This design comes from an exercise in tuning for small area, a short achievable clock period and few clock cycles per item on the open sky130 flow, not from production work. In this exercise RTL edits were held to simulation tests only and were not proved equivalent to the original. No activity file was given, so power comes from the tool's default toggle rates.

`flow/config.mk`:
```
export PLATFORM = sky130hd
export DESIGN_NAME = fdtu
export DESIGN_NICKNAME = fdtu
export VERILOG_FILES = /design/flow/design.v
export SDC_FILE = /design/flow/constraint.sdc
export NUM_CORES = 4
export LEC_CHECK = 0
export CAP_MARGIN = 20
export CORE_MARGIN = 2
export CORE_UTILIZATION = 25
export GPL_ROUTABILITY_DRIVEN = 1
export PLACE_DENSITY = 0.45
export SLEW_MARGIN = 20
```
`flow/constraint.sdc`:
```
create_clock -name core_clock -period 12.0 [get_ports {clk}]
set_input_delay 2.4000 -clock core_clock [delete_from_list [all_inputs] [get_ports {clk}]]
set_output_delay 2.4000 -clock core_clock [all_outputs]
set_load 0.01 [all_outputs]
```
`flow/run.sh`:
```
#!/bin/bash
# synth_recipe.tcl (not shown) runs the flow's synth.tcl, then flattens the netlist and writes it again
# the make line also repeats each setting of config.mk as NAME=value (left out here)
make -C /OpenROAD-flow-scripts/flow DESIGN_CONFIG=/design/flow/config.mk WORK_HOME=/design/flow/orfs CLKGATE_MAP_FILE= SYNTH_SCRIPT=/design/flow/synth_recipe.tcl finish
```
`flow/design.v`:
```
module fdtu (
    input  wire         clk,
    input  wire         rst,           
    input  wire         cmd_valid,
    output reg          cmd_ready,
    input  wire [159:0] cmd_data,
    input  wire         fin_valid,
    output wire         fin_ready,
    input  wire [31:0]  fin_data,
    output reg          out_valid,
    output reg  [31:0]  out_data,
    output reg          busy,
    output reg          fault,
    output reg  [1:0]   fault_code,
    output reg  [31:0]  fault_pos,
    output reg  [31:0]  fault_info0,
    output reg  [31:0]  fault_info1
);
    localparam integer N = 32;
    localparam [31:0] NAN_SENT = 32'h7FC00000;
    localparam [31:0] POS_INF  = 32'h7F800000;
    localparam [7:0] OP_DRAW = 8'h10, OP_PUT = 8'h11, OP_RDCOLOR = 8'h12, OP_RDDEPTH = 8'h13;
    localparam [7:0] OP_CLRC = 8'h20, OP_CLRD = 8'h21, OP_FILL = 8'h22, OP_SCANOUT = 8'h23;
    localparam [7:0] OP_GETW = 8'h24, OP_GETH = 8'h25;
    localparam [7:0] OP_CLI = 8'h30, OP_CRGB = 8'h31, OP_CRGBA = 8'h32, OP_CVEC4 = 8'h33;
    localparam [7:0] OP_CGRAY = 8'h34, OP_CCONST = 8'h35, OP_COUT = 8'h36;
    localparam [7:0] OP_GETR = 8'h38, OP_GETG = 8'h39, OP_GETB = 8'h3A, OP_GETA = 8'h3B;
    localparam [7:0] OP_SETR = 8'h3C, OP_SETG = 8'h3D, OP_SETB = 8'h3E, OP_SETA = 8'h3F;
    localparam [7:0] OP_CADD = 8'h40, OP_CSADD = 8'h41, OP_CMUL = 8'h42;
    localparam [7:0] OP_CCMPL = 8'h43, OP_CCMPLA = 8'h44;
    localparam [1:0] FC_COORD = 2'd1, FC_ILLEGAL = 2'd2, FC_UNINIT = 2'd3;
    localparam integer C_DRAW = 0, C_PUT = 1, C_RDC = 2, C_RDD = 3, C_CLRC = 4, C_CLRD = 5,
                       C_FILL = 6, C_SCAN = 7, C_EMIT = 8, C_RWE = 9, C_RCS = 10, C_RCD = 11,
                       C_COORD = 12, C_NC = 13;
    wire [31:0] i_w0 = cmd_data[31:0];
    wire [31:0] i_x  = cmd_data[63:32];
    wire [31:0] i_y  = cmd_data[95:64];
    wire [31:0] i_z  = cmd_data[127:96];
    wire [31:0] i_t  = cmd_data[159:128];
    wire [7:0]  i_op = i_w0[7:0];
    reg       known, use_cd, use_cs;
    reg [1:0] kx, ky, kz, kt;
    reg [C_NC-1:0] cls;
    always @(*) begin
        known = 1'b1; use_cd = 1'b0; use_cs = 1'b0;
        kx = 2'd0; ky = 2'd0; kz = 2'd0; kt = 2'd0;
        cls = {C_NC{1'b0}};
        case (i_op)
            OP_DRAW:    begin use_cs = 1'b1; kx = 2'd1; ky = 2'd1; kz = 2'd1;
                              cls[C_DRAW] = 1'b1; cls[C_RCS] = 1'b1; cls[C_COORD] = 1'b1; end
            OP_PUT:     begin use_cs = 1'b1; kx = 2'd1; ky = 2'd1;
                              cls[C_PUT] = 1'b1; cls[C_RCS] = 1'b1; cls[C_COORD] = 1'b1; end
            OP_RDCOLOR: begin use_cd = 1'b1; kx = 2'd1; ky = 2'd1;
                              cls[C_RDC] = 1'b1; cls[C_RWE] = 1'b1; cls[C_COORD] = 1'b1; end
            OP_RDDEPTH: begin kx = 2'd1; ky = 2'd1;
                              cls[C_RDD] = 1'b1; cls[C_EMIT] = 1'b1; cls[C_COORD] = 1'b1; end
            OP_CLRC:    begin use_cs = 1'b1; cls[C_CLRC] = 1'b1; cls[C_RCS] = 1'b1; end
            OP_CLRD:    begin kz = 2'd1; cls[C_CLRD] = 1'b1; end
            OP_FILL:    cls[C_FILL] = 1'b1;
            OP_SCANOUT: begin cls[C_SCAN] = 1'b1; cls[C_EMIT] = 1'b1; end
            OP_GETW, OP_GETH: cls[C_EMIT] = 1'b1;
            OP_CLI:     begin use_cd = 1'b1; kx = 2'd1; cls[C_RWE] = 1'b1; end
            OP_CRGB:    begin use_cd = 1'b1; kx = 2'd2; ky = 2'd2; kz = 2'd2; cls[C_RWE] = 1'b1; end
            OP_CRGBA:   begin use_cd = 1'b1; kx = 2'd2; ky = 2'd2; kz = 2'd2; kt = 2'd2; cls[C_RWE] = 1'b1; end
            OP_CVEC4:   begin use_cd = 1'b1; kx = 2'd1; ky = 2'd1; kz = 2'd1; kt = 2'd1; cls[C_RWE] = 1'b1; end
            OP_CGRAY:   begin use_cd = 1'b1; kx = 2'd1; cls[C_RWE] = 1'b1; end
            OP_CCONST:  begin use_cd = 1'b1; kx = 2'd3; cls[C_RWE] = 1'b1; end
            OP_COUT, OP_GETR, OP_GETG, OP_GETB, OP_GETA:
                        begin use_cs = 1'b1; cls[C_EMIT] = 1'b1; cls[C_RCS] = 1'b1; end
            OP_SETR, OP_SETG, OP_SETB, OP_SETA:
                        begin use_cd = 1'b1; kx = 2'd2; cls[C_RWE] = 1'b1; cls[C_RCD] = 1'b1; end
            OP_CADD, OP_CSADD, OP_CMUL:
                        begin use_cd = 1'b1; use_cs = 1'b1;
                              cls[C_RWE] = 1'b1; cls[C_RCS] = 1'b1; cls[C_RCD] = 1'b1; end
            OP_CCMPL, OP_CCMPLA:
                        begin use_cd = 1'b1; use_cs = 1'b1; cls[C_RWE] = 1'b1; cls[C_RCS] = 1'b1; end
            default:    known = 1'b0;
        endcase
    end
    function field_ok;
        input [1:0]  kind;
        input [31:0] v;
        begin
            case (kind)
                2'd0:    field_ok = (v == 32'd0);
                2'd1:    field_ok = 1'b1;
                2'd2:    field_ok = (v[31:8] == 24'd0);
                default: field_ok = (v[31:4] == 28'd0) && (v[3:0] <= 4'd8);
            endcase
        end
    endfunction
    wire i_legal = known && (i_w0[31:14] == 18'd0)
                   && (use_cd || i_w0[10:8] == 3'd0) && (use_cs || i_w0[13:11] == 3'd0)
                   && field_ok(kx, i_x) && field_ok(ky, i_y) && field_ok(kz, i_z) && field_ok(kt, i_t);
    wire i_xok = (i_x[31:2] == 30'd0) || (i_x[31:2] == 30'h3FFFFFFF);
    wire i_yok = (i_y == 32'hFFFFFFFF) || ((i_y[31:2] == 30'd0) && !(i_y[1] && i_y[0]));
    wire i_cok = i_xok && i_yok;
    wire [1:0] i_row = 2'd2 - i_y[1:0];
    wire [4:0] i_k = cls[C_COORD] ? {i_row, ~i_x[2], i_x[1:0]} : 5'd0;
    reg         a_valid;
    reg [159:0] a_cmd;
    reg [C_NC-1:0] a_cls;
    reg         a_legal, a_cok;
    reg [4:0]   a_k;
    reg [31:0]  pos;
    reg [31:0]  creg [0:7];
    reg [7:0]   cmark;
    reg [31:0]  cp [0:N-1];
    reg [31:0]  dp [0:N-1];
    reg         scan_act;
    reg [4:0]   scan_cnt;
    reg         fill_act;
    reg [4:0]   fill_cnt;
    assign fin_ready = fill_act;
    wire [31:0] w0 = a_cmd[31:0];
    wire [31:0] X  = a_cmd[63:32];
    wire [31:0] Y  = a_cmd[95:64];
    wire [31:0] Z  = a_cmd[127:96];
    wire [31:0] T  = a_cmd[159:128];
    wire [7:0]  op = w0[7:0];
    wire [2:0]  cd = w0[10:8];
    wire [2:0]  cs = w0[13:11];
    wire cd_uninit = a_cls[C_RCD] && !cmark[cd];
    wire cs_uninit = a_cls[C_RCS] && !cmark[cs];
    wire uninit    = cd_uninit || cs_uninit;
    wire would_fault = !a_legal || uninit || (a_cls[C_COORD] && !a_cok);
    function conflict;
        input [C_NC-1:0] c;
        input [4:0]      k;
        input            wf;
        input            sa;
        input [4:0]      sc;
        input            fa;
        input [4:0]      fc;
        begin
            conflict = (sa && (wf || c[C_EMIT] || c[C_FILL] || c[C_CLRC] || c[C_RDC] ||
                               ((c[C_DRAW] || c[C_PUT]) && (k > sc)))) ||
                       (fa && (wf || c[C_SCAN] || c[C_FILL] || c[C_CLRC] || c[C_CLRD] ||
                               c[C_DRAW] || c[C_PUT] ||
                               ((c[C_RDC] || c[C_RDD]) && !({~k[4:3], k[2:0]} < fc))));
        end
    endfunction
    wire stall    = conflict(a_cls, a_k, would_fault, scan_act, scan_cnt, fill_act, fill_cnt);
    wire go       = a_valid && !fault && !stall;
    wire exec_ok  = go && !would_fault;
    wire exec_flt = go && would_fault;
    wire [31:0] rcd = creg[cd];
    wire [31:0] rcs = creg[cs];
    wire [4:0]  cp_ra  = scan_act ? scan_cnt : a_k;
    wire [31:0] cp_rd  = cp[cp_ra];
    wire [31:0] dp_rd  = dp[a_k];
    function is_nan;
        input [31:0] d;
        is_nan = (d[30:23] == 8'hFF) && (d[22:0] != 23'd0);
    endfunction
    function fle32;
        input [31:0] a;
        input [31:0] b;
        reg both_zero, lem, gem;
        begin
            both_zero = (a[30:0] == 31'd0) && (b[30:0] == 31'd0);
            lem = (a[30:0] <= b[30:0]);
            gem = (a[30:0] >= b[30:0]);
            if (is_nan(a) || is_nan(b)) fle32 = 1'b0;
            else if (both_zero)         fle32 = 1'b1;
            else if (a[31] != b[31])    fle32 = a[31];
            else if (a[31])             fle32 = gem;
            else                        fle32 = lem;
        end
    endfunction
    wire draw_accept = !fle32(dp_rd, Z);
    function [7:0] f2ch;
        input [31:0] v;
        reg [23:0] m;
        reg [7:0]  top;
        reg [2:0]  sh;
        begin
            m   = {1'b1, v[22:0]};
            top = m[23:16] - {7'd0, ({m[15:0], 8'd0} < m)};
            sh  = 3'd6 - v[25:23];                
            if (v[31])                    f2ch = 8'd0;
            else if (v[30:23] >= 8'd127)  f2ch = 8'd255;
            else if (v[30:23] < 8'd119)   f2ch = 8'd0;
            else                          f2ch = top >> sh;
        end
    endfunction
    wire [7:0] fx = f2ch(X);
    reg [31:0] cconst;
    always @(*) begin
        case (X[3:0])
            4'd0:    cconst = 32'hFF000000;
            4'd1:    cconst = 32'hFFFFFFFF;
            4'd2:    cconst = 32'hFF7F7F7F;
            4'd3:    cconst = 32'hFF0000FF;
            4'd4:    cconst = 32'hFF00FF00;
            4'd5:    cconst = 32'hFFFF0000;
            4'd6:    cconst = 32'hFF00FFFF;
            4'd7:    cconst = 32'hFFFF00FF;
            default: cconst = 32'hFFFFFF00;
        endcase
    end
    wire [7:0] opa = rcs[31:24];
    function [7:0] sat_add;
        input [7:0] x;
        input [7:0] a;
        reg   [8:0] s;
        begin
            s = {1'b0, x} + {1'b0, a};
            sat_add = s[8] ? 8'hFF : s[7:0];
        end
    endfunction
    function [7:0] mul_div;
        input [7:0] x;
        input [7:0] a;
        reg   [15:0] p;
        reg   [16:0] q;
        begin
            p = x * a;
            q = {1'b0, p} + {9'd0, p[15:8]} + 17'd1;
            mul_div = q[15:8];
        end
    endfunction
    reg [31:0] reg_wv;
    always @(*) begin
        case (op)
            OP_RDCOLOR: reg_wv = cp_rd;
            OP_CLI:     reg_wv = X;
            OP_CRGB:    reg_wv = {8'hFF, Z[7:0], Y[7:0], X[7:0]};
            OP_CRGBA:   reg_wv = {T[7:0], Z[7:0], Y[7:0], X[7:0]};
            OP_CVEC4:   reg_wv = {f2ch(T), f2ch(Z), f2ch(Y), fx};
            OP_CGRAY:   reg_wv = {8'hFF, fx, fx, fx};
            OP_CCONST:  reg_wv = cconst;
            OP_SETR:    reg_wv = {rcd[31:8], X[7:0]};
            OP_SETG:    reg_wv = {rcd[31:16], X[7:0], rcd[7:0]};
            OP_SETB:    reg_wv = {rcd[31:24], X[7:0], rcd[15:0]};
            OP_SETA:    reg_wv = {X[7:0], rcd[23:0]};
            OP_CADD:    reg_wv = {rcd[31:24] + opa, rcd[23:16] + opa, rcd[15:8] + opa, rcd[7:0] + opa};
            OP_CSADD:   reg_wv = {sat_add(rcd[31:24], opa), sat_add(rcd[23:16], opa),
                                  sat_add(rcd[15:8], opa),  sat_add(rcd[7:0], opa)};
            OP_CMUL:    reg_wv = {mul_div(rcd[31:24], opa), mul_div(rcd[23:16], opa),
                                  mul_div(rcd[15:8], opa),  mul_div(rcd[7:0], opa)};
            OP_CCMPL:   reg_wv = {8'hFF, ~rcs[23:0]};
            default:    reg_wv = ~rcs;            
        endcase
    end
    reg [31:0] emit_v;
    always @(*) begin
        case (op)
            OP_RDDEPTH: emit_v = dp_rd;
            OP_GETW:    emit_v = 32'd8;
            OP_GETH:    emit_v = 32'd4;
            OP_GETR:    emit_v = {24'd0, rcs[7:0]};
            OP_GETG:    emit_v = {24'd0, rcs[15:8]};
            OP_GETB:    emit_v = {24'd0, rcs[23:16]};
            OP_GETA:    emit_v = {24'd0, rcs[31:24]};
            OP_SCANOUT: emit_v = cp_rd;
            default:    emit_v = rcs;             
        endcase
    end
    wire acc       = cmd_valid && cmd_ready;
    wire scan_go   = exec_ok && a_cls[C_SCAN];
    wire fill_go   = exec_ok && a_cls[C_FILL];
    wire fill_we   = fill_act && fin_valid;
    wire scan_act_n = scan_go || (scan_act && scan_cnt != 5'd31);
    wire [4:0] scan_cnt_n = scan_go ? 5'd1 : scan_cnt + 5'd1;
    wire fill_act_p = fill_go || fill_act;        
    wire [4:0] fill_cnt_p = fill_go ? 5'd0 : fill_cnt;
    wire fault_n   = fault || exec_flt;
    wire a_valid_n = acc || (a_valid && !go);
    wire i_wf = !i_legal || (cls[C_RCD] && !cmark[i_w0[10:8]]) || (cls[C_RCS] && !cmark[i_w0[13:11]])
                || (cls[C_COORD] && !i_cok);
    wire new_blocked = conflict(cls, i_k, i_wf, scan_act_n, scan_cnt_n, fill_act_p, fill_cnt_p);
    wire old_blocked = conflict(a_cls, a_k, would_fault, scan_act_n, scan_cnt_n, fill_act_p, fill_cnt_p);
    wire ready_n   = !fault_n && (!a_valid_n || !(acc ? new_blocked : old_blocked));
    always @(posedge clk) begin
        if (rst) begin
            a_valid     <= 1'b0;
            cmd_ready   <= 1'b1;
            busy        <= 1'b0;
            pos         <= 32'd0;
            cmark       <= 8'd0;
            scan_act    <= 1'b0;
            scan_cnt    <= 5'd0;
            fill_act    <= 1'b0;
            fill_cnt    <= 5'd0;
            fault       <= 1'b0;
            fault_code  <= 2'd0;
            fault_pos   <= 32'd0;
            fault_info0 <= 32'd0;
            fault_info1 <= 32'd0;
            out_valid   <= 1'b0;
            out_data    <= 32'd0;
        end else begin
            a_valid   <= a_valid_n;
            cmd_ready <= ready_n;
            busy      <= (a_valid_n && !fault_n) || scan_act_n || (fill_act && !(fill_we && fill_cnt == 5'd31)) || fill_go;
            scan_act <= scan_act_n;
            if (scan_act || scan_go) scan_cnt <= scan_cnt_n;
            if (fill_go) begin
                fill_act <= 1'b1;
                fill_cnt <= 5'd0;
            end else if (fill_we) begin
                fill_cnt <= fill_cnt + 5'd1;
                if (fill_cnt == 5'd31) fill_act <= 1'b0;
            end
            out_valid <= scan_act || (exec_ok && a_cls[C_EMIT]);
            out_data  <= scan_act ? cp_rd : emit_v;
            if (exec_flt) begin
                fault     <= 1'b1;
                fault_pos <= pos;
                if (!a_legal) begin
                    fault_code <= FC_ILLEGAL; fault_info0 <= w0; fault_info1 <= X;
                end else if (uninit) begin
                    fault_code <= FC_UNINIT; fault_info0 <= {29'd0, cd_uninit ? cd : cs}; fault_info1 <= 32'd0;
                end else begin
                    fault_code <= FC_COORD; fault_info0 <= X; fault_info1 <= Y;
                end
            end
            if (exec_ok) begin
                pos <= pos + 32'd1;
                if (a_cls[C_RWE]) cmark[cd] <= 1'b1;
            end
        end
    end
    always @(posedge clk) begin
        if (acc) begin
            a_cmd   <= cmd_data;
            a_cls   <= cls;
            a_legal <= i_legal;
            a_cok   <= i_cok;
            a_k     <= i_k;
        end
    end
    always @(posedge clk) begin
        if (exec_ok && a_cls[C_RWE]) creg[cd] <= reg_wv;
    end
    wire cell_w   = exec_ok && ((a_cls[C_DRAW] && draw_accept) || a_cls[C_PUT]);
    wire [4:0] fill_k = {~fill_cnt[4:3], fill_cnt[2:0]};
    wire [31:0] cp_wd = fill_act ? fin_data : rcs;
    wire [31:0] dp_wd = (!fill_act && (a_cls[C_DRAW] || a_cls[C_CLRD])) ? Z : NAN_SENT;
    integer n;
    always @(posedge clk) begin
        for (n = 0; n < N; n = n + 1) begin
            if (rst)
                cp[n] <= 32'hFFFFFFFF;
            else if ((exec_ok && a_cls[C_CLRC]) || (cell_w && a_k == n) || (fill_we && fill_k == n))
                cp[n] <= cp_wd;
            if (rst)
                dp[n] <= POS_INF;
            else if ((exec_ok && a_cls[C_CLRD]) || (cell_w && a_k == n) || (fill_we && fill_k == n))
                dp[n] <= dp_wd;
        end
    end
endmodule
```
==> summary.txt <==
result of the run=timing/DRC/antenna clean; Core Rows=267; I/O Buffers=330; Rel. slew slack=16.1%; Post-CTS Setup Inserts=0; Post-CTS Hold Buffers=0; largest cells by area after synthesis=dfxtp_1, mux2i_1, edfxtp_1; Post-route DRC=0; Tcrit/Tclk final=83.1%; min Tclk post-route=9.98 ns; crit path DAT=10.62 ns; Mapped Nets=14100; Core Area=529000 um2; # IOs=331; Mapped Area=133000 um2; Post-DRT Antenna Nets=0; GRT Total Usage=22.6%; number of global-route vias before repair=106000; crit end category=register; Die Span Y=733 um; final cell count without fillers=20700; Min-Delay Path Depth=2; Avg Inst Size Synth=9.94 um2; cells after synthesis=13400; Max FO, Critical Path=28; final setup TNS=0 ns; Clk pin slew, worst setup/hold paths=0.06 ns; LEAKAGE=52.8 nW; pin count of the biggest net entering global routing=198; CTS buffer count=313; area post-placement=145000 um2; f_max=100 MHz; crit path kind=register to register; Max Buffers Root-to-Sink=4; total congestion overflow=0; Initial Utilization=25.1%; largest area contributor in the netlist=dfxtp_1; via/cell ratio=5.28; area grow syn2layout=16.8%; Reg2Reg Depth=28; Clock Tree Root=clkbuf_16; DP HPWL=400000 um; Slew Viols, Final=0; maxcap violations=0; Final nets=14100; FF+latch count, synth=2683; Die ar.=537000 um2; most common cell in the synthesized netlist=dfxtp_1; Via Count=109000; Worst Hold Class=register to register; final hold vios=0; Yosys cell types=91; CTS H-Tree Depth=5; EDFF count, synth=436; layout cells sized above 1=10.3%; part of the power in registers=31.0%; clk_skew=0.0656 ns; design area=155000 um2; switching portion of total power=37.7%; RSZ-0062 raised after global routing=no; CP max stage cell=dfxtp_4; per-cell routed wire length=30.6 um; post-CTS resize count=0; Chip Width=733 um; NetSw=11.7 mW; Seq/Total Area, Yosys=43.7%; drt total wl=633000 um; Comb pwr share=37.0%; power per cell area=199 nW/um2; global-route wire length before repair=872000 um; Startpoint Class=register; Worst path max stage delay=0.75 ns; DR iter-0 viols=11500; clock latency on the worst-skew pair=0.98 ns; Main synth FF type=dfxtp_1; first-pass iteration count of the detailed router=6; TritonCTS clock tree=built; placer congestion estimate=0.895; Internal=19.2 mW; initial antenna violation count=49; CP Data Required Time=12.65 ns; Setup-failing EPs final=0; Clock Power Share=32.0%; clk sinks=2683; reg2reg setup slack=2.02 ns; Inst Count DP=20100; top cell type's share of synthesized area=33.9%; Peak supply drop=0.308 mV; FFs w/ async S/R, synth=0%; crit-path most repeated cell=fa_1; most instantiated cells after synthesis=dfxtp_1, nor2_1, mux2i_1, clkbuf_1, nand2b_1; Synth Warn #=3; measured slew at the worst slew-check pin=1.25 ns
==> critical path, delay by kind of cell, from the launching register on <==
family | cells | cell delay [ns]
adder cells (fa/ha/maj) | 7 | 2.76
multiplexers | 3 | 1.03
XOR/XNOR | 2 | 0.44
buffers and inverters | 5 | 1.31
flip-flops | 1 | 0.75
AO/OA/AOI/OAI | 5 | 2.07
AND/OR/NAND/NOR | 6 | 1.25
==> worst paths after layout <==
| check | start | to |
|---|---|---|
| setup / recovery | register | creg[3][15]$_DFFE_PP_ |
| hold / removal | dp[1][18]$_SDFFE_PP0P_ | dp[1][18]$_SDFFE_PP0P_ |
| setup reg to reg | register | creg[3][15]$_DFFE_PP_ |
| hold reg to reg | dp[1][18]$_SDFFE_PP0P_ | dp[1][18]$_SDFFE_PP0P_ |
==> area by class of cell <==
cell class / instances / area, um2
Antenna cell: 20 / 50.0
Clock buffer: 463 / 9220
Clock inverter: 108 / 1200
Fill cell: 55000 / 374000
Inverter: 550 / 2070
Multi-Input combinational cell: 9053 / 68500
Sequential cell: 2683 / 58100
Tap cell: 6994 / 8750
Timing Repair Buffer: 815 / 7230
==> per-layer routing <==
layer	up-vias	global-route usage [%]	wire length, um
met5	-	0	158
li1	48200	-	-
met4	24	10.8	35300
met2	4313	35.2	278000
met1	55500	29.8	273000
met3	1170	4.50	46000
==> power groups by stage <==
stage / logic [mW] / clock network [mW] / registers (mW)
2_1_floorplan: 7.82 / 0 / 9.67
3_3_place_gp: 11.3 / 0 / 9.76
3_5_place_dp: 11.2 / 0 / 9.76
4_1_cts: 11.3 / 10.0 / 9.57
5_1_grt: 12.6 / 10.4 / 9.58
6_report: 11.4 / 9.89 / 9.57
==> kinds of logic after synthesis <==
logic type               count (synthesis)  share of synthesized area (%)
AND/OR/NAND/NOR                       4187                           15.0
flip-flops                            2683                           43.7
AO/OA/AOI/OAI                         2233                           13.1
multiplexers                          1981                           16.2
buffers and inverters                 1628                           5.38
adder cells (fa/ha/maj)                501                           5.55
XOR/XNOR                               151                           1.01
==> cell usage in the layout (no fill, tap or decap), types with 181 or more instances in the layout <==
| master | netlist | routed |
|---|---|---|
| a21oi_1 | 315 | 301 |
| a221oi_1 | 184 | 184 |
| a22o_1 | 181 | 181 |
| a22oi_1 | 402 | 402 |
| buf_4 | 81 | 465 |
| clkbuf_16 | 0 | 322 |
| clkdlybuf4s50_1 | 0 | 329 |
| dfxtp_1 | 2247 | 2240 |
| edfxtp_1 | 436 | 436 |
| ha_1 | 349 | 349 |
| inv_1 | 544 | 543 |
| mux2i_1 | 1816 | 1807 |
| nand2_1 | 433 | 425 |
| nand2b_1 | 663 | 663 |
| nand3_1 | 387 | 387 |
| nand4_1 | 181 | 181 |
| nor2_1 | 1830 | 1747 |
| o21ai_0 | 212 | 212 |
==> state kept, by name (all words and copies together) (netlist names), 2 cells and up, named ones only <==
name / flops
cp: 1024
dp: 1024
creg: 256
a_cmd: 160
fault_info0: 32
fault_info1: 32
fault_pos: 32
out_data: 32
pos: 32
a_cls: 13
cmark: 8
a_k: 5
fill_cnt: 5
scan_cnt: 5
fault_code: 2
==> stage by stage <==
stage	worst slack, ns	util (%)	hold WS (ns)	power [mW]
after floorplan	3.27	-	0.418	17.5
after global placement	2.14	27.3	0.426	21.0
after detailed placement	2.09	27.3	0.431	21.0
after CTS	2.08	29.3	0.440	30.9
after global routing	1.39	29.3	0.456	32.6
final	2.02	29.3	0.438	30.9
Testbench counts, summed over its fixed seeds: cycles 71,670, commands 25,600.

re-timing with driven ports:
The results above use ideal ports. As a check the final layout listed here was re-extracted and re-timed, cells and wires unchanged.
Step 1, drivers: a clkbuf_16 drives clk and a buf_2 each remaining input, both assumed.
Step 2 adds t to the input delays and takes it off the output delays; t is the mean of the earliest and latest rising clock arrival at the registers after step 1. Input paths then give back, and output paths get back, about the clock's delay inside the block.
Slacks: no drivers / after step 1 / after step 2; pairs: no drivers / after step 1.
t, ns: 1.081
setup WS [ns]: 2.023 / 2.023 / 2.023
clock arrival spread, ns: 0.068 / 0.069
After both steps setup and hold are still met in this run. For this run, drivers alone change the setup slack by 0.000 ns; drivers and shift together by 0.000 ns.
